This is an optimization exercise on Yosys and OpenROAD, whose aim is small area, a short achievable clock period and few clock cycles, not a production implementation. Function was checked by simulation only, so behaviour that the tests miss may differ from the original. Power and IR drop assume default switching activity.

## flow/design.v (module list and top-level ports; edited modules follow where they fit)
// module rudp_codec: 1140 lines
module rudp_codec (
    input  wire        clk,
    input  wire        rst,
    input  wire [11:0] hb_addr,
    input  wire [31:0] hb_wdata,
    input  wire        hb_we,
    input  wire        hb_re,
    output reg  [31:0] hb_rdata,
    output wire        irq
);
  // ...
==> flow/run.sh <==
#!/bin/bash
# synth_recipe.tcl (not shown) runs the flow's synth.tcl, then flattens the netlist and writes it again
# the make line also repeats each setting of config.mk as NAME=value (left out here)
make -C /OpenROAD-flow-scripts/flow DESIGN_CONFIG=/design/flow/config.mk WORK_HOME=/design/flow/orfs CLKGATE_MAP_FILE= SYNTH_SCRIPT=/design/flow/synth_recipe.tcl finish
==> flow/config.mk <==
export PLATFORM = sky130hd
export DESIGN_NAME = rudp_codec
export DESIGN_NICKNAME = rudp_codec
export VERILOG_FILES = /design/flow/design.v
export SDC_FILE = /design/flow/constraint.sdc
export NUM_CORES = 4
export LEC_CHECK = 0
export CAP_MARGIN = 10
export CORE_MARGIN = 2
export CORE_UTILIZATION = 45
export SETUP_SLACK_MARGIN = 4
export SLEW_MARGIN = 10
==> flow/constraint.sdc <==
create_clock -name core_clock -period 10.0 [get_ports {clk}]
set_input_delay 2.0000 -clock core_clock [delete_from_list [all_inputs] [get_ports {clk}]]
set_output_delay 2.0000 -clock core_clock [all_outputs]
set_load 0.01 [all_outputs]
==> run notes, run 1 <==
* Die width at 369 um
* Most common cell after layout, fill and taps aside: nand2_1
* Worst setup path endpoint: hb_rdata[17]
* Max Cap Viol at 0
* Vias/cell at 6.80
* CP max-delay cell: mux4_2
* Top cell type's share of synthesized area at 24.4%
* WHS Endpoint: g_cb[40].q[5]
* Placed insts at 7184
* Hold Startpoint: g_cb[40].q[5]
* Simple-gate share of the synthesized area at 13.5%
* Critical Path Stages at 8
* Multi-input logic area at 31600 sq um
* Outcome: complete, no violations
* Core Rows at 134
* Detailed Routing Iterations Pass 1 at 9
* Final worst slack at 3.48 ns
* Met2 wire length at 137 mm
* Worst Setup Start Kind: primary input
* Congestion Overflow GR at 0
* Global Route met2 Usage at 68.4%
* Largest net degree at the start of global routing at 73
* XOR/XNOR share of the synthesized area at 1.99%
* CORE AREA at 133000 sq um
* Worst hold slack at 0.451 ns
* Pre-CTS WS at 1.93 ns
* Detail Placement HPWL at 265 mm
* Setup TNS at 0 ns
* Vias in the first global route at 47600
* Regs by FF count: g_cb.q x512, g_tx.q x480, fs_r x52
* Tmin final at 6.52 ns
* Mux cell area share after synthesis at 11.4%
* Worst r2r path cells at 21
* Initial Utilization at 45.2%
* Clock root cell: clkbuf_16
* Placed cell area at 63800 sq um
* Yosys top cell by area: edfxtp_1
* Ys async rst share at 0%
* Clock power share at 46.4%
* CTS Hold Bufs at 0
Testbench counts, summed over its fixed seeds: cycles 12,675.
==> run 2, diff against run 1 <==
--- a/flow/design.v
+++ b/flow/design.v
@@ -42,36 +42,38 @@
     reg [4:0]  irq_pend;    
     reg        busy;        
     reg        is_dec;      
     reg        fs_ok;       
     wire [9:0] wa = hb_addr[11:2];
     wire       in_tx = (wa[9:8] == 2'b01);
     wire       in_cb = (wa[9:8] == 2'b10);
     wire [7:0] wk  = wa[7:0];
+    wire [3:0] rk = hb_addr[5:2];
+    wire rd_tx = (hb_addr[11:10] == 2'b01) && (hb_addr[9:6] == 4'd0) && (rk != 4'd15);
+    wire rd_cb = (hb_addr[11:10] == 2'b10) && (hb_addr[9:6] == 4'd0);
+    wire rd_rg = (hb_addr[11:7] == 5'd0);
+    wire [31:0] tx_word = txbuf[32*rk +: 32];
+    wire [31:0] cb_word = cbuf[32*rk +: 32];
+    reg  [31:0] rg_word;
     always @(*) begin
-        hb_rdata = 32'd0;
-        if (in_tx) begin
-            if (wk < TX_WORDS) hb_rdata = txbuf[32*wk +: 32];
-        end else if (in_cb) begin
-            if (wk < CB_WORDS) hb_rdata = cbuf[32*wk +: 32];
-        end else begin
-            case (wa)
-                A_ID:          hb_rdata = 32'h52554450;
-                A_PARAM:       hb_rdata = {16'd0 + MAX_PAYLOAD[15:0], 16'd0};
-                A_STATUS:      hb_rdata = {16'd0, err, 1'b0, 2'b00, busy, 7'd0, busy};
-                A_IRQ_ENABLE:  hb_rdata = {27'd0, irq_en};
-                A_IRQ_PENDING: hb_rdata = {27'd0, irq_pend};
-                A_CBUF_LEN:    hb_rdata = {22'd0, cbuf_len};
-                A_DEC_RESULT:  hb_rdata = {dec_flag, 7'd0, dec_valid && dec_exp == dec_rcv, dec_exp, dec_rcv};
-                A_DEC_SEQ:     hb_rdata = {6'd0, 4'd0, dec_plen, dec_seqno};
-                default:       hb_rdata = 32'd0;
-            endcase
-        end
+        case (hb_addr[6:2])
+            A_ID[4:0]:          rg_word = 32'h52554450;
+            A_PARAM[4:0]:       rg_word = {16'd0 + MAX_PAYLOAD[15:0], 16'd0};
+            A_STATUS[4:0]:      rg_word = {16'd0, err, 1'b0, 2'b00, busy, 7'd0, busy};
+            A_IRQ_ENABLE[4:0]:  rg_word = {27'd0, irq_en};
+            A_IRQ_PENDING[4:0]: rg_word = {27'd0, irq_pend};
+            A_CBUF_LEN[4:0]:    rg_word = {22'd0, cbuf_len};
+            A_DEC_RESULT[4:0]:  rg_word = {dec_flag, 7'd0, dec_valid && dec_exp == dec_rcv, dec_exp, dec_rcv};
+            A_DEC_SEQ[4:0]:     rg_word = {6'd0, 4'd0, dec_plen, dec_seqno};
+            default:            rg_word = 32'd0;
+        endcase
     end
+    always @(*)
+        hb_rdata = ({32{rd_tx}} & tx_word) | ({32{rd_cb}} & cb_word) | ({32{rd_rg}} & rg_word);
     assign irq = |(irq_pend & irq_en);
     wire [3:0] c_op   = hb_wdata[3:0];
     wire [1:0] c_flag = hb_wdata[5:4];
     wire [9:0] c_len  = hb_wdata[15:6];
     wire [15:0] c_seq = hb_wdata[31:16];
     reg [3:0] c_code;
     always @(*) begin
         if (c_op != 4'd1 && c_op != 4'd2)
==> flow/config.mk (replaced) <==
export PLATFORM = sky130hd
export DESIGN_NAME = rudp_codec
export DESIGN_NICKNAME = rudp_codec
export VERILOG_FILES = /design/flow/design.v
export SDC_FILE = /design/flow/constraint.sdc
export NUM_CORES = 4
export LEC_CHECK = 0
export CAP_MARGIN = 20
export CORE_MARGIN = 2
export CORE_UTILIZATION = 45
export SETUP_SLACK_MARGIN = 4
export SLEW_MARGIN = 20
export TNS_END_PERCENT = 5
==> run 2 against run 1 <==
Compared with the run above: die area rose by 1.4%; via count down 2.8%; clock power increased by 2%; synthesized area rose by 1.4%; clock skew fell by 0.029 ns; sequential power hardly changed.
==> run notes, run 2 <==
* Outcome: complete, no violations (unchanged)
* CP endpoint kind: primary output (unchanged)
* Die area at 138000 sq um (was 136000 sq um)
* Ys flop type: dfxtp_1 (unchanged)
* Routed vias at 50000 (was 51500)
* CP max-delay cell: mux4_2 (unchanged)
* CP arrival at 4.64 ns (was 4.52 ns)
* Critical path's top delay family: multiplexers (unchanged)
* CTS buffer count at 121 (was 120)
* Setup violations, final at 0 (unchanged)
* Highest clock rate at 0.151 GHz (was 0.153 GHz)
* Hold Vio Cnt, Final at 0 (unchanged)
* CP Buf/Inv Count at 4 (unchanged)
* Top cells by area, synth: edfxtp_1 (24%), dfxtp_1 (21%), fa_1 (12%), mux4_2 (11%), nand2_1 (7.0%) (was edfxtp_1 (24%), dfxtp_1 (21%), fa_1 (12%), mux4_2 (10%), nand2_1 (8.4%))
* Worst hold slack at 0.453 ns (was 0.451 ns)
* Worst path cell trace: buf_16 > buf_12 > buf_16 > mux4_2 > mux4_2 > a22oi_2 > o21ai_1 > dlygate4sd2_1 (was buf_16 > buf_12 > buf_16 > mux4_2 > mux4_2 > a22oi_2 > nand2_2 > buf_6)
* Vias in the first global route at 46500 (was 47600)
* Worst Setup Start Kind: primary input (unchanged)
* Later-pin clock latency in the skew report at 0.81 ns (was 0.82 ns)
* CTS tree: yes (unchanged)
* Largest register FFs at 512 (unchanged)
* Design area at 70300 sq um (was 71000 sq um)
* Drt drc at 0 (unchanged)
* Bufs on Longest Clock Path at 3 (unchanged)
* Setup CP Type: primary input to primary output (unchanged)
* Yosys top cell by area: edfxtp_1 (unchanged)
* Port Buf Inserts at 77 (unchanged)
* Reg2Reg Setup Slack at 3.67 ns (was 4.01 ns)
* Number of H-tree levels at 3 (unchanged)
* Most frequent cells in the layout: nand2_1 (1134), dfxtp_1 (625), edfxtp_1 (489) (was nand2_1 (1339), dfxtp_1 (622), edfxtp_1 (489))
* VDD IR-drop max at 0.161 mV (was 0.172 mV)
* Regs by FF count: g_cb.q x512, g_tx.q x480, fs_r x52 (unchanged)
* EDFF count, synth at 489 (unchanged)
* Initial antenna violation count at 36 (was 38)
* Number of nets still failing antenna checks after routing at 0 (unchanged)
* Min-Delay Path Class: flop to flop (unchanged)
* All-Layer GR Usage at 44.8% (was 50.1%)
* # fillers at 11900 (was 11600)
* Pre-CTS WS at 1.94 ns (was 1.93 ns)
* CORE AREA at 134000 sq um (was 133000 sq um)
* Largest net degree at the start of global routing at 57 (was 73)
* Initial Utilization at 45.5% (was 45.2%)
* First-pass GRT wire length at 412 mm (was 447 mm)
* Clock root cell: clkbuf_16 (unchanged)
* Fin. max-slew vios at 0 (unchanged)
* FF+latch area at 27200 sq um (about the same)
* Final wirelength at 312 mm (was 346 mm)
* Mapped Cells at 5546 (was 5444)
* Multi-input logic area at 31600 sq um (about the same)
* CP peak stage delay at 0.59 ns (was 0.62 ns)
* Die width at 372 um (was 369 um)
* Detailed Routing Iterations Pass 1 at 7 (was 9)
* Drt wl/cell at 41.2 um (was 45.7 um)
* Final core utilization at 52.5% (was 53.4%)
* Core Rows at 134 (unchanged)
* CP max FO at 8 (was 6)
* Worst slew pin tran at 1.29 ns (was 1.21 ns)
* Top cell type's share of synthesized area at 24.1% (was 24.4%)
* Detail Placement HPWL at 237 mm (was 265 mm)
* Setup Skew at 0.0399 ns (was 0.0692 ns)
* Net count after synthesis at 5982 (was 5881)
* Setup TNS at 0 ns (unchanged)
* YS warnings at 1 (unchanged)
* Top-count cell post-synth: nand2_1 (unchanged)
* Synth cell count leaders: nand2_1 (1138), dfxtp_1 (627), a22oi_1 (505) (was nand2_1 (1347), dfxtp_1 (627), edfxtp_1 (489))
* Clk sinks at 1116 (unchanged)
* Distinct cells, synth at 84 (was 71)
* Final Cycle Share at 66.4% (was 65.2%)
* DRT iter0 DRCs at 7897 (was 9735)
* Pwr Density at 146 nW/um^2 (was 143 nW/um^2)
* Layout net count at 6107 (was 6119)
* P&R area growth vs syn at 15.4% (was 18.2%)
* CTS Hold Bufs at 0 (unchanged)
* Vias/cell at 6.62 (was 6.80)
* Layout cell share with drive strength beyond 1 at 16.8% (was 19.0%)
* Tmin final at 6.64 ns (was 6.52 ns)
* Avg Cell Area, Syn at 11.0 sq um (about the same)
* RR Startpoint: cbuf_len[4] (was cbuf_len[8])
* CTS clk-pin slew, worst paths at 0.06 ns (about the same)
* Placed cell area at 64000 sq um (was 63800 sq um)
* Largest Register: g_cb.q (unchanged)
* Placer congestion estimate at 1.12 (was 1.14)
* Die Y at 372 um (was 369 um)
* Congestion Overflow GR at 0 (unchanged)
* CP Data Required Time at 8.00 ns (about the same)
* IO Count at 81 (unchanged)
* Max Cap Viol at 0 (unchanged)
* Mapped Area at 60900 sq um (was 60100 sq um)
* Final worst slack at 3.36 ns (was 3.48 ns)
* Share of the yosys chip area belonging to registers at 44.7% (was 45.3%)
* Critical path startpoint: hb_addr[2] (unchanged)
* Hold Startpoint: dec_seqno[0] (was g_cb[40].q[5])
* Most common cell after layout, fill and taps aside: nand2_1 (unchanged)
* Leakage at 0.0272 uW (was 0.0278 uW)
* Ys async rst share at 0% (unchanged)
* Flops & latches, synth at 1116 (unchanged)
* RSZ-0062 raised after global routing: yes (unchanged)
* Slew HR at 14.1% (was 18.5%)
-- run 2: cell types whose count changed in the layout (fill, tap and decap cells not counted), moves of 43 or more --
cell / delta
nand3_1: +293
nand2_1: -205
a21o_1: -60
a22o_1: -49
buf_4: -45
a22oi_1: +43
-- run 2: stage by stage --
step	std cells	total power, uW
floorplan	5546	5150
detailed placement	7208	5400
global route	7550	10400
finish	7563	10200
global placement	7204	5400
CTS	7500	10200
-- run 2: path summary, 6_finish.rpt --
check / to / depth (start not counted)
worst max-delay path: hb_rdata[2] / 8
worst min-delay path: dec_seqno[0] / 2
worst max register to register: fs_r[47] / 13
worst min register to register: dec_seqno[0] / 2
-- run 2: cell families (layout without fill, tap and decap cells) --
family / count (synthesis) / after routing / share of synthesized area, %
and+or+nand+nor: 1974 / 1975 / 14.6
DFF: 1116 / 1116 / 44.7
AOI/OAI and AO/OA: 901 / 901 / 10.3
buffers and inverters: 701 / 934 / 4.43
adders and majority gates: 388 / 388 / 12.5
muxes: 349 / 349 / 11.7
xor gates and xnor gates: 117 / 117 / 1.73
other: 0 / 15 / 0
-- run 2: per-layer routing --
metal | part of all wire [%] | wire length [um] | GRT usage, % | vias to the layer above
met5 | 0.091 | 282 | 0 | -
met4 | 8.3 | 25800 | 29.1 | 21
met3 | 15 | 45300 | 18.0 | 821
met2 | 42 | 131000 | 64.9 | 3955
met1 | 35 | 109000 | 55.4 | 25200
li1 | - | - | - | 20000
-- run 2: layout make-up --
class,instances,area share [%]
multi-input cells,3730,45.0
flip-flops and latches,1116,38.8
repair buffers,344,5.20
clock buffers,162,4.74
well taps,1768,3.15
inverters,358,1.92
clock inverters,70,1.22
diodes,15,0.0534
-- run 2: power breakdown --
part	switching (uW)	internal, uW	leakage (uW)
registers	27.9	4770	0.00945
clock network	2070	2720	0.00204
logic	427	225	0.0157
-- run 2: what timing repair did --
item / in CTS / in global routing
cloned: 23 / 2
gates resized for setup: 208 / 60
pin swaps: 28 / 19
setup buffers: 37 / 46
endpoints found under the setup margin: 59 / 76
-- run 2: worst register-to-register path: cells and delay by family, from the launching register on --
| kind | cells | cell delay [ns] |
|---|---|---|
| AND/OR/NAND/NOR | 2 | 0.96 |
| XOR/XNOR | 5 | 1.73 |
| flip-flops | 1 | 0.51 |
| AO/OA/AOI/OAI | 1 | 0.54 |
| adder cells (fa/ha/maj) | 4 | 1.98 |
| buffers and inverters | 1 | 0.35 |
Testbench counts of run 2, summed over its fixed seeds: cycles 12,675.
==> run 3, diff against run 2 <==
--- a/flow/config.mk
+++ b/flow/config.mk
@@ -9,5 +9,5 @@
 export CORE_MARGIN = 2
 export CORE_UTILIZATION = 45
-export SETUP_SLACK_MARGIN = 4
+export SETUP_SLACK_MARGIN = 4.5
 export SLEW_MARGIN = 20
 export TNS_END_PERCENT = 5
==> run 3 against run 2 <==
Compared with the run above: register-to-register slack gained 0.09 ns; utilization grew 0.45 points; via count rose by 3.7%; global-route usage rose by 4.3 points; setup slack lost 0.034 ns; die area unchanged; power is 0.61% lower; sequential power about the same; final cell count increased by 0.65%; design area is 0.85% higher.
==> run notes, run 3 <==
* Fin. max-slew vios at 0 (unchanged)
* Placed cell area at 64100 sq um (was 64000 sq um)
* Worst Setup Start Kind: primary input (unchanged)
* Distinct cells, synth at 84 (unchanged)
* Synth cell count leaders: nand2_1 (1138), dfxtp_1 (627), a22oi_1 (505) (unchanged)
* Worst r2r dst: fs_r[49] (was fs_r[47])
* Largest Register: g_cb.q (unchanged)
* CTS buffer count at 118 (was 121)
* Most common cell after layout, fill and taps aside: nand2_1 (unchanged)
* Slew HR at 9.33% (was 14.1%)
* CP max-delay cell: a22oi_2 (was mux4_2)
* Critical path startpoint: hb_addr[3] (was hb_addr[2])
* CORE AREA at 134000 sq um (unchanged)
* Final Cycle Share at 66.7% (was 66.4%)
* Number of H-tree levels at 3 (unchanged)
* Largest net degree at the start of global routing at 71 (was 57)
* CTS Hold Bufs at 0 (unchanged)
* Worst r2r path cells at 18 (was 13)
* CP peak stage delay at 0.73 ns (was 0.59 ns)
* Flops & latches, synth at 1116 (unchanged)
* Ys async rst share at 0% (unchanged)
* IO Count at 81 (unchanged)
* Post-route insts no fill at 7612 (was 7563)
* Top-count cell post-synth: nand2_1 (unchanged)
* Port Buf Inserts at 77 (unchanged)
* Overall Power at 10200 uW (about the same)
* Yosys top cell by area: edfxtp_1 (unchanged)
* Die area at 138000 sq um (unchanged)
* Later-pin clock latency in the skew report at 0.82 ns (was 0.81 ns)
* Vias in the first global route at 47600 (was 46500)
* Setup TNS at 0 ns (unchanged)
* Regs by FF count: g_cb.q x512, g_tx.q x480, fs_r x52 (unchanged)
* RR Startpoint: cbuf_len[4] (unchanged)
* Setup violations, final at 0 (unchanged)
* Design area at 70900 sq um (was 70300 sq um)
* CP arrival at 4.67 ns (was 4.64 ns)
* Final wirelength at 342 mm (was 312 mm)
* Setup CP Type: primary input to primary output (unchanged)
* Tmin final at 6.67 ns (was 6.64 ns)
* Placer congestion estimate at 1.10 (was 1.12)
* Top cell type's share of synthesized area at 24.1% (unchanged)
* Most frequent cells in the layout: nand2_1 (1127), dfxtp_1 (624), edfxtp_1 (489) (was nand2_1 (1134), dfxtp_1 (625), edfxtp_1 (489))
* DRT iter0 DRCs at 9673 (was 7897)
* All-Layer GR Usage at 49.2% (was 44.8%)
* Share of the yosys chip area belonging to registers at 44.7% (unchanged)
* Worst setup path endpoint: hb_rdata[11] (was hb_rdata[2])
* Die Y at 372 um (unchanged)
* Worst slew pin tran at 1.36 ns (was 1.29 ns)
* Drt wl/cell at 44.9 um (was 41.2 um)
* Routed vias at 51900 (was 50000)
* CP endpoint kind: primary output (unchanged)
* Die width at 372 um (unchanged)
* RSZ-0062 raised after global routing: yes (unchanged)
* CP Data Required Time at 8.00 ns (about the same)
* Clock root cell: clkbuf_16 (unchanged)
* Ys flop type: dfxtp_1 (unchanged)
* Avg Cell Area, Syn at 11.0 sq um (unchanged)
* Worst path cell trace: buf_16 > buf_16 > mux4_2 > mux4_2 > a22oi_2 > o21ai_1 > buf_2 (was buf_16 > buf_12 > buf_16 > mux4_2 > mux4_2 > a22oi_2 > o21ai_1 > dlygate4sd2_1)
* EDFF count, synth at 489 (unchanged)
* Drt drc at 0 (unchanged)
* Core Rows at 134 (unchanged)
* CTS tree: yes (unchanged)
* Outcome: complete, no violations (unchanged)
* YS warnings at 1 (unchanged)
* Mapped Cells at 5546 (unchanged)
* Placed insts at 7228 (was 7208)
* Leakage at 0.0275 uW (was 0.0272 uW)
* Pwr Density at 144 nW/um^2 (was 146 nW/um^2)
* CTS clk-pin slew, worst paths at 0.06 ns (about the same)
* Clk sinks at 1116 (unchanged)
* Bufs on Longest Clock Path at 3 (unchanged)
* Mapped Area at 60900 sq um (unchanged)
* Number of nets still failing antenna checks after routing at 0 (unchanged)
* CP max FO at 6 (was 8)
* Highest clock rate at 0.150 GHz (was 0.151 GHz)
* Layout cell share with drive strength beyond 1 at 18.0% (was 16.8%)
* Vias/cell at 6.81 (was 6.62)
* Initial Utilization at 45.5% (unchanged)
* Net count after synthesis at 5982 (unchanged)
* Detailed Routing Iterations Pass 1 at 9 (was 7)
* Hold Vio Cnt, Final at 0 (unchanged)
* Reg2Reg Setup Slack at 3.76 ns (was 3.67 ns)
* Initial antenna violation count at 46 (was 36)
* P&R area growth vs syn at 16.4% (was 15.4%)
* Setup Skew at 0.0655 ns (was 0.0399 ns)
* Layout net count at 6152 (was 6107)
* Min-Delay Path Class: flop to flop (unchanged)
* First-pass GRT wire length at 445 mm (was 412 mm)
* VDD IR-drop max at 0.153 mV (was 0.161 mV)
* Largest register FFs at 512 (unchanged)
* Max Cap Viol at 0 (unchanged)
* Top cells by area, synth: edfxtp_1 (24%), dfxtp_1 (21%), fa_1 (12%), mux4_2 (11%), nand2_1 (7.0%) (unchanged)
* Congestion Overflow GR at 0 (unchanged)
* Detail Placement HPWL at 260 mm (was 237 mm)
==> run 3: cell counts after synthesis <==
No cell type changed its count.
==> run 3: cell type report <==
type	instances	area, sq um
Antenna cell	22	55.1
Sequential cell	1116	27200
Clock buffer	152	3190
Timing Repair Buffer	391	4230
Inverter	358	1350
Tap cell	1768	2210
Fill cell	11800	63100
Clock inverter	74	893
Multi-Input combinational cell	3731	31700
==> run 3: worst min-delay path by stage <==
stage             startpoint             to  slack [ns]  depth (start not counted)
4_1_cts         g_tx[2].q[1]  g_cb[12].q[1]        0.45                          2
2_1_floorplan  g_cb[41].q[1]  g_cb[41].q[1]        0.42                          2
6_report        dec_seqno[1]   dec_seqno[1]        0.46                          2
3_5_place_dp    dec_seqno[1]   dec_seqno[1]        0.45                          2
3_3_place_gp    dec_seqno[4]   dec_seqno[4]        0.44                          2
5_1_grt         dec_seqno[0]   dec_seqno[0]        0.47                          2
==> run 3: per-stage QoR <==
stage	hold slack (ns)	setup slack (ns)	util, %
after floorplan	0.423	4.27	-
after global placement	0.441	0.529	47.9
after detailed placement	0.448	2.06	47.9
after CTS	0.454	3.50	52.4
after global routing	0.466	3.42	52.9
final	0.456	3.33	52.9
==> run 3: per-layer routing <==
layer  global-route usage [%]  routed length (um)  vias to the layer above
met3                     21.2               52400                     1016
li1                         -                   -                    20100
met4                     31.7               28900                       36
met5                        0                 221                        -
met1                     62.0              121000                    26200
met2                     68.8              139000                     4575
==> run 3: power breakdown <==
part	internal (uW)	switching, uW
combinational	240	430
sequential	4770	36.7
clock	2640	2060
==> run 3: worst max-delay path: cells and delay by family <==
family,cells,cell delay [ns]
mux,2,1.24
compound gates,2,0.91
buf+inv,3,0.49
==> run 3: cells by family after synthesis <==
logic type / count (synthesis) / share of synthesized area, %
mux: 349 / 11.7
buf+inv: 701 / 4.43
flops: 1116 / 44.7
fa+ha+maj: 388 / 12.5
simple gates: 1974 / 14.6
xor+xnor: 117 / 1.73
compound gates: 901 / 10.3
==> run 3: repair_timing <==
| item | 4_1_cts | 5_1_grt |
|---|---|---|
| setup buffers | 59 | 48 |
| gates cloned | 26 | 3 |
| endpoints found under the setup margin | 348 | 443 |
| pin swaps | 31 | 29 |
| resized for setup | 236 | 94 |

==> re-timing with driven ports <==
In the flow no input, the clock included, has a driving cell. The finished layouts below were timed again as built, in two steps.
Step 1 sets driving cells, clkbuf_16 on the clock port and buf_2 on the other inputs (assumed; they add their load-dependent delay and slew).
Step 2 times the ports against the registers' clock, not the clock port: input delays grow and output delays shrink by t, the midpoint of the rising clock arrivals with the driver on.
a / b / c = ideal / step 1 / step 2; a / b = the first two.
| run | t, ns | setup WS [ns] | hold WS [ns] | clock arrival spread, ns | worst data-port slew with drivers (ns) |
|---|---|---|---|---|---|
| run 1 | 0.871 | 3.478 / 3.096 / 3.037 | 0.451 / 0.451 / 0.451 | 0.070 / 0.071 | 0.44 |
| run 2 | 0.865 | 3.359 / 2.896 / 2.705 | 0.453 / 0.453 / 0.453 | 0.041 / 0.041 | 0.55 |
| run 3 | 0.873 | 3.326 / 2.968 / 2.606 | 0.456 / 0.456 / 0.456 | 0.067 / 0.067 | 0.40 |
After both steps setup and hold are still met in every run listed. For run 3, which loses most, drivers alone change the setup slack by -0.358 ns; drivers and shift together by -0.720 ns.
